Source: an optimization exercise on an open RTL-to-GDS flow (aim: a short achievable clock period and few clock cycles). Production flows keep margins and buffers that such runs may drop.
In this exercise RTL edits were held to simulation tests only and were not proved equivalent to the original.
Power is estimated from default activity; no workload was simulated.

==> run P: inputs <==
## lima_vm
module lima_vm (
    input  wire        clk,
    input  wire        rst,           
    input  wire [15:0] entry,         
    output reg         mem_valid,
    output reg         mem_we,
    output reg  [15:0] mem_addr,
    output reg  [31:0] mem_wdata,
    input  wire        mem_ready,
    input  wire [31:0] mem_rdata,
    output wire        in_req,
    output wire        in_float,
    input  wire        in_valid,
    input  wire        in_fail,
    input  wire [31:0] in_data,
    output wire        out_valid,
    output wire        out_float,
    output wire [31:0] out_data,
    input  wire        out_ready,
    output wire        halted,
    output wire [2:0]  err_code,
    output wire [15:0] ip,
    output wire [3:0]  flags,         
    output wire [31:0] r0,
    output wire [31:0] r1
);
    localparam [2:0] E_OOB = 3'd1, E_OPC = 3'd3, E_REG = 3'd4, E_DIV = 3'd5, E_IO = 3'd6;
    localparam [7:0] OP_IADD = 8'h01, OP_ISUB = 8'h02, OP_IMUL = 8'h03, OP_IDIV = 8'h04,
                     OP_IIN  = 8'h11, OP_IOUT = 8'h12,
                     OP_ADDR = 8'h14, OP_SUBR = 8'h15, OP_MOVR = 8'h16,
                     OP_RADD = 8'h21, OP_RSUB = 8'h22, OP_RMUL = 8'h23, OP_RDIV = 8'h24,
                     OP_RIN  = 8'h31, OP_ROUT = 8'h32,
                     OP_JZ   = 8'h41, OP_JG   = 8'h42, OP_JL   = 8'h43,
                     OP_LOAD = 8'h44, OP_STORE = 8'h45;
    localparam [2:0] K_ERR = 3'd0, K_M2 = 3'd1, K_LOAD = 3'd2, K_STORE = 3'd3,
                     K_RR = 3'd4, K_IN = 3'd5, K_OUT = 3'd6;
    localparam [3:0] X_IDLE = 4'd0, X_RD1 = 4'd1, X_RD2 = 4'd2, X_EX = 4'd3, X_IN2 = 4'd4,
                     X_PW = 4'd5, X_LD = 4'd6, X_ORD = 4'd7, X_IN = 4'd9,
                     X_ST = 4'd10, X_RR = 4'd11, X_ERR = 4'd12, X_HALT = 4'd13;
    localparam [1:0] P_FETCH = 2'd1, P_XRD = 2'd2, P_WR = 2'd3;
    function ovl;
        input [15:0] a, b;
        reg   [15:0] d;
        begin
            d   = a - b;
            ovl = (d <= 16'd3) || (d >= 16'hFFFD);
        end
    endfunction
    reg [31:0] x0, x1;
    reg        fs, fv, fz, fc;
    reg        err;
    reg [2:0]  err_q;
    reg [15:0] ip_q;
    assign halted   = err;
    assign err_code = err_q;
    assign ip       = ip_q;
    assign flags    = {fs, fv, fz, fc};
    assign r0       = x0;
  ...
export LEC_CHECK = 0
export ABC_CLOCK_PERIOD_IN_PS = 5000
export CAP_MARGIN = 20
export CORE_MARGIN = 2
export CORE_UTILIZATION = 30
export PLACE_DENSITY = 0.55
export SLEW_MARGIN = 20
create_clock -name core_clock -period 22.0 [get_ports {clk}]
run.sh (not shown) runs the stock make flow with config.mk's settings and CLKGATE_MAP_FILE= SYNTH_SCRIPT=/design/flow/synth_recipe.tcl, a recipe that flattens the netlist after the stock synthesis.
==> run M: changes against run P <==
--- a/flow/design.v
+++ b/flow/design.v
@@ -6426,16 +6426,19 @@
     always @* begin
         case (bb)
             2'b00: begin d_ea1 = {4'd0, a1};            d_ea2 = {6'd0, a2};            end
             2'b01: begin d_ea1 = {4'd0, a1} + x0[15:0]; d_ea2 = {6'd0, a2} + x0[15:0]; end
             2'b10: begin d_ea1 = d_xr[15:0];            d_ea2 = d_xr[15:0];            end
             default: begin d_ea1 = {4'd0, a1} + d_xr[15:0]; d_ea2 = {6'd0, a2} + d_xr[15:0]; end
         endcase
     end
+    wire [15:0] d_base  = (bb == 2'b00) ? 16'd0 : (bb == 2'b01) ? x0[15:0] : d_xr[15:0];
+    wire [15:0] d_off   = (bb == 2'b10) ? 16'd0 : {4'd0, a1};
+    wire [15:0] d_ea1p  = d_off + d_base + 16'd1;
     wire d_ea_bad = bb[1] && r_bad;
     wire d_oob1 = d_ea1 > 16'hFFFC;
     wire d_oob2 = d_ea2 > 16'hFFFC;
     wire fw_zero = !(fs || fv || fz || fc);
     wire d_taken = (opc == OP_JZ) ? fw_zero :
                    (opc == OP_JG) ? (!fs && (fv || fz || fc)) :
                                     fs;
     reg         pk_valid;
@@ -6475,16 +6478,17 @@
     reg  [3:0]  s_older [0:3];       
     reg         yf_v;                
     reg  [1:0]  yf_slot;
     wire        bk_busy = |s_busy;
     reg         ex_v;
     reg  [7:0]  ex_op;
     reg  [15:0] ex_ip, ex_addr;
     reg  [31:0] ex_a, ex_b;
+    reg         ex_zdiv;         
     wire x_busy    = (xs != X_IDLE);
     wire x_xwriter = x_busy && (x_kind == K_LOAD || x_kind == K_RR);
     wire x_fwriter = (x_busy && (x_kind == K_M2 || x_kind == K_RR)) || ex_v || yf_v;
     wire d_uses_x  = (bb != 2'b00) && (d_m2 || d_in || d_out || d_jmp);
     wire d_fetch_oob = dip > 16'hFFFC;
     wire d_have    = (fcnt >= 4'd4) || d_fetch_oob;
     wire halting   = (xs == X_ERR) || (xs == X_HALT);
     wire pk_xw     = (pk_valid && (pk_kind == K_LOAD || pk_kind == K_RR)) ||
@@ -6566,18 +6570,16 @@
     wire        e_sub_v = (!ex_a[31] && ex_a != 0 && ex_b[31] && ediff[31]) ||
                           (ex_a[31] && !ex_b[31] && ex_b != 0 && !ediff[31] && ediff != 0);
     wire        e_v     = e_sub ? e_sub_v : e_add_v;
     wire        e_c     = e_sub ? (ex_a < ex_b) : esum[31];
     wire        mul_done, div_done, fpu0_done, fpu1_done;
     wire [3:0]  u_done = {fpu1_done, fpu0_done, div_done, mul_done};
     wire        ex_single = (ex_op == OP_IADD) || (ex_op == OP_ISUB);
     wire        ex_mayfail = (ex_op == OP_IDIV) || (ex_op == OP_RDIV);
-    wire        ex_zdiv  = (ex_op == OP_IDIV && ex_b == 32'd0) ||
-                           (ex_op == OP_RDIV && ex_b[30:0] == 31'd0);
     wire        ex_fault = ex_v && ex_zdiv;
     wire        pw_slot  = !pw1_valid;   
     wire [3:0]  s_rdy    = s_busy & (s_hold | u_done);
     wire [3:0]  s_commit = !pw_slot ? 4'd0 :
                            s_rdy[0] ? 4'b0001 : s_rdy[1] ? 4'b0010 :
                            s_rdy[2] ? 4'b0100 : s_rdy[3] ? 4'b1000 : 4'b0000;
     wire        bk_pw    = |s_commit;
     wire [1:0]  c_slot   = s_commit[1] ? 2'd1 : s_commit[2] ? 2'd2 : s_commit[3] ? 2'd3 : 2'd0;
@@ -6620,16 +6622,17 @@
     assign u_res[3] = fpu1_res;
     wire [3:0]  u_s = {fpu1_s, fpu0_s, div_q[31], mul_res[31]};
     wire [3:0]  u_z = {fpu1_z, fpu0_z, div_q == 32'd0, mul_res == 32'd0};
     wire [3:0]  u_v = {3'b000, mul_ovf};
     wire [31:0] c_res = s_hold[c_slot] ? s_res[c_slot] : u_res[c_slot];
     wire        c_fs  = s_hold[c_slot] ? s_fs[c_slot]  : u_s[c_slot];
     wire        c_fv  = s_hold[c_slot] ? s_fv[c_slot]  : u_v[c_slot];
     wire        c_fz  = s_hold[c_slot] ? s_fz[c_slot]  : u_z[c_slot];
+    wire [31:0] h_b = (xs == X_RD2) ? mem_rdata : w2;
     wire        x_hand = (ex_free && !ex_fault) &&
                          ((xs == X_RD2 && xrd_done) || xs == X_EX);
     wire        e_busy_n = x_hand || ex_v;      
     wire        e_fail_n = x_hand ? ((x_op == OP_IDIV) || (x_op == OP_RDIV)) : (ex_v && ex_mayfail);
     wire        bk_busy_n = e_busy_n || bk_busy || ex_go;
     wire        pk_ov1 = (x_hand && ovl(pk_ea1, ea1)) || (ex_v && ovl(pk_ea1, ex_addr)) ||
                          (s_busy[0] && ovl(pk_ea1, s_addr[0])) || (s_busy[1] && ovl(pk_ea1, s_addr[1])) ||
                          (s_busy[2] && ovl(pk_ea1, s_addr[2])) || (s_busy[3] && ovl(pk_ea1, s_addr[3]));
@@ -6846,19 +6849,19 @@
                             if (k == fc1 + 2) fb[k] <= mem_rdata[23:16];
                             if (k == fc1 + 3) fb[k] <= mem_rdata[31:24];
                         end
                     end
                 end
                 if (dec_fire && d_err) begin
                     dec_stop <= 1'b1;
                 end else if (dec_fire && d_redirect) begin
-                    dip   <= d_ea1 + 16'd1;
+                    dip   <= d_ea1p;
                     fcnt  <= 4'd0;
-                    fnext <= {1'b0, d_ea1} + 17'd1;
+                    fnext <= {(d_ea1p == 16'd0), d_ea1p};
                 end else if (dec_fire && d_flush) begin
                     dip   <= dip + 16'd1;
                     fcnt  <= 4'd0;
                     fnext <= {1'b0, dip} + 17'd1;
                 end else begin
                     if (dec_fire) dip <= dip + 16'd1;
                     if (fetch_done && !f_stale) begin
                         fcnt  <= f_realign ? 4'd4 : fc1 + 4'd4;
@@ -6975,17 +6978,19 @@
                 end
                 if (x_fail) x_code <= x_fcode;
                 if (x_hand) begin
                     ex_v    <= 1'b1;
                     ex_op   <= x_op;
                     ex_ip   <= x_ip;
                     ex_addr <= ea1;
                     ex_a    <= w1;
-                    ex_b    <= (xs == X_RD2) ? mem_rdata : w2;
+                    ex_b    <= h_b;
+                    ex_zdiv <= (x_op == OP_IDIV && h_b == 32'd0) ||
+                               (x_op == OP_RDIV && h_b[30:0] == 31'd0);
                 end else if (ex_pw || ex_go || ex_fault) begin
                     ex_v    <= 1'b0;
                 end
                 if (ex_fault) begin
                     x_code <= E_DIV;
                     x_ip   <= ex_ip;
                 end
                 if (xs == X_ERR && xs_n == X_HALT) begin
- CORE_UTILIZATION: 30 -> 40
- PLACE_DENSITY: 0.55 -> 0.62
==> impl.org <==
** Outcome
- Outcome :: finished clean

** Synth
- Share of cell area taken by muxes after synthesis :: around 5.7%
- The number of nets in the synthesized netlist is roughly 24,000.

** Global routing
- The first global-routing pass estimated between 1,000,000 and 1,500,000 um of wire.

** Placed design
- Area of placed instances :: 201,000 um2

** Pwr
- After layout, the design draws a total of around 16 mW.

** Critical path
- Worst-case register-to-register setup slack :: 13,300 ps
The numbers above come from run M.

==> impl.org <==
** Outcome
- Outcome :: finished clean

** Pwr
- The internal portion of the total power is 10.3 mW.
- Total power for the finished layout comes to 18.3 mW.

** Synth
- Post-synthesis net count :: around 24,000
- Share of cell area taken by muxes after synthesis :: approximately 6.3%

** Critical path
- For the worst flop-to-flop path, the logic depth is 21.

** Drt
- Detailed-route wire length on metal 1 :: 348,000 um

** Final layout
- Register share of the cell area :: between 20% and 30%

** Hold path
- The tightest min-delay check is of the reg2reg type.

** Placed design
- Area of placed instances :: approximately 200,000 um2

** Timing
- Setup Viol. Count Final :: 0
The numbers above come from run P.

Testbench counts of run P, summed over its fixed seeds: cycles 135,603.
Testbench counts of run M, summed over its fixed seeds: cycles 135,603.

[afterwards: timing with drivers on the ports]
Ports are ideal in the flow. The routed layouts listed here were re-timed in OpenROAD. Step 1 sets driving cells, clkbuf_16 on the clock port and buf_2 on the other inputs (assumed; they add their load-dependent delay and slew). Step 2, shift: input delay + t, output delay - t, t = (earliest + latest rising clock arrival at the registers) / 2. This alone moves slack from input paths to output paths. a / b / c = ideal / step 1 / step 2; a / b = the first two.
| run | shift t [ns] | setup slack, ns | hold WS [ns] | worst register clock-pin slew, ns | worst data-port slew with drivers (ns) |
|---|---|---|---|---|---|
| run P | 1.088 | 12.985 / 12.985 / 12.985 | 0.341 / 0.341 / 0.341 | 0.08 / 0.08 | 0.09 |
| run M | 1.098 | 13.296 / 13.296 / 13.296 | 0.329 / 0.329 / 0.329 | 0.08 / 0.08 | 0.20 |
After both steps every run listed still meets setup and hold.
